From an optimization exercise on the open Yosys and OpenROAD flow, aimed at small area, a short achievable clock period and few clock cycles; shortcuts taken in it are not production practice.
Only simulation tests tie the RTL to the original design; equivalence was not proved.
No activity file was given, so power comes from the tool's default toggle rates.

==> flow/design.v (excerpt) <==
module wopr_fb (
    input  wire        clk,
    input  wire        rst,         
    input  wire        cmd_valid,
    output wire        cmd_ready,
    input  wire [63:0] cmd,
    output reg         rsp_valid,
    output wire [63:0] rsp
);
    localparam W = 96;
    localparam H = 8;
    localparam OP_NOP      = 8'h00;
    localparam OP_SETPIXEL = 8'h01;
    localparam OP_GETPIXEL = 8'h02;
    localparam OP_SHIFT    = 8'h03;
    localparam OP_REGIONOF = 8'h04;
    localparam OP_RUN      = 8'h10;
    localparam OP_HALT     = 8'h11;
    localparam OP_RDSTATUS = 8'h12;
    localparam M_NONE = 2'd0;    
    localparam M_FILL = 2'd1;    
    localparam M_STEP = 2'd2;    
    localparam M_MOD  = 2'd3;    
    reg [2:0]   errflags;    
    reg         run;
    reg         rst_q;
    reg         rdy;
    reg         hv;
    reg [63:0]  hc;
    assign cmd_ready = rdy;
    reg         p_v;         
    reg         p_first;     
    reg [1:0]   p_mode;
    reg [6:0]   p_x0, p_x1, p_w;
    reg [2:0]   p_y0, p_y1;
    reg         p_right;     
    reg         p_wrap;
    reg         p_val;       
    reg         p_neg;
    reg [6:0]   p_cnt;       
    reg [15:0]  p_s;         
    reg [6:0]   p_rem;       
    reg [2:0]   p_dcnt;      
    reg         p_modf;      
    reg [1:0]   p_st;
    reg [2:0]   p_a;
    reg         p_get, p_reg, p_rds, p_run, p_halt;
    reg [1:0]   r_st;
    reg         r_d0, r_d3, r_d8, r_d9, r_d10, r_d11, r_d12;
    reg [4:0]   r_dx;        
    assign rsp = {6'd0, r_st, 24'd0, 1'b0, r_dx, 2'd0, 8'd0,
                  3'd0, r_d12, r_d11, r_d10, r_d9, r_d8, 4'd0, r_d3, 2'd0, r_d0};
    wire [7:0]  op  = hc[63:56];
    wire [7:0]  a   = hc[55:48];
    wire [7:0]  cx  = hc[47:40];
    wire [7:0]  cy  = hc[39:32];
    wire [7:0]  cw  = hc[31:24];
    wire [7:0]  ch  = hc[23:16];
    wire [15:0] cs  = hc[15:0];
    wire z_a   = (a == 8'd0);
    wire z_a71 = (a[7:1] == 7'd0);
    wire z_xy  = (hc[47:32] == 16'd0);
    wire z_lo  = (hc[31:0] == 32'd0);
    wire is_nop  = (op == OP_NOP)      && z_a && z_xy && z_lo;
  ...
For scale: about 5100 cells after synthesis, roughly 130 I/O pins, ~54000 µm² of cells after synthesis.
clock: 34.0 ns
lec_check: 0
cap_margin: 20
cell_pad_in_sites_detail_placement: 3
cell_pad_in_sites_global_placement: 6
core_margin: 2
core_utilization: 20
gpl_routability_driven: 1
slew_margin: 20
standard.sh (not shown) runs the stock make flow with config.mk's settings and CLKGATE_MAP_FILE= SYNTH_SCRIPT=/design/flow/synth_recipe.tcl, a recipe that flattens the netlist after the stock synthesis.
==> flow/flow/run.sh <==
#!/bin/bash
# Own layout flow: the standard flow (standard.sh) with the standard
# synthesis unchanged, then the layout steps with
#   * the I/O port buffers as buf_2 cells instead of the default pick,
#   * clock tree synthesis without dummy balancing loads.
# Each step's full output goes to its own log file in this folder.
set -euo pipefail
bash standard.sh synth > synth.log 2>&1
bash standard.sh \
  "BUFFER_PORTS_ARGS=-buffer_cell sky130_fd_sc_hd__buf_2" \
  "CTS_ARGS=-sink_clustering_enable -repair_clock_nets -dont_use_dummy_load" \
  finish > layout.log 2>&1
Testbench counts at the start, summed over its fixed seeds: cycles 32,029.
Then changed:
--- a/flow/flow/run.sh
+++ b/flow/flow/run.sh
@@ -5 +5,2 @@
-#   * clock tree synthesis without dummy balancing loads.
+#   * clock tree synthesis without dummy balancing loads and with
+#     sink clusters of up to 16 flip-flops within 150 um.
@@ -11 +12 @@
-  "CTS_ARGS=-sink_clustering_enable -repair_clock_nets -dont_use_dummy_load" \
+  "CTS_ARGS=-sink_clustering_enable -repair_clock_nets -dont_use_dummy_load -sink_clustering_size 16 -sink_clustering_max_diameter 150" \
- CELL_PAD_IN_SITES_DETAIL_PLACEMENT: 3 -> 2
- CELL_PAD_IN_SITES_GLOBAL_PLACEMENT: 6 -> 5
- CORE_UTILIZATION: 20 -> 26
Effect: Maximum frequency grows by 1.5%. Total power is lower by 13%. Global-route usage grows by 7.2 points. Hold slack gets better by 8.7 ps. Wire length goes down by 6.9%. Sequential power is about the same. Combinational power shrinks by 2.6%.

==> static timing again, ports no longer ideal <==
How much do the figures lean on ideal ports? The routed layouts below were timed once more, with nothing changed but the port constraints. Step 1, drivers: a clkbuf_16 drives clk and a buf_2 each remaining input, both assumed. Step 2 moves the port delays by t, midway between the first and last clock arrival at a register: inputs arrive t later, outputs are due t later. That takes back most of the time a late clock gives input paths. a / b / c = no drivers / after step 1 / after step 2; a / b = the first two.
run	t, ns	setup WS [ns]	worst setup path after step 2	slew at the worst register clock pin (ns)
the first run	0.933	25.872 / 25.780 / 26.522	register to register	0.06 / 0.06
the second run	0.842	25.993 / 25.895 / 26.005	register to register	0.11 / 0.11
After both steps setup and hold are still met in every run listed.
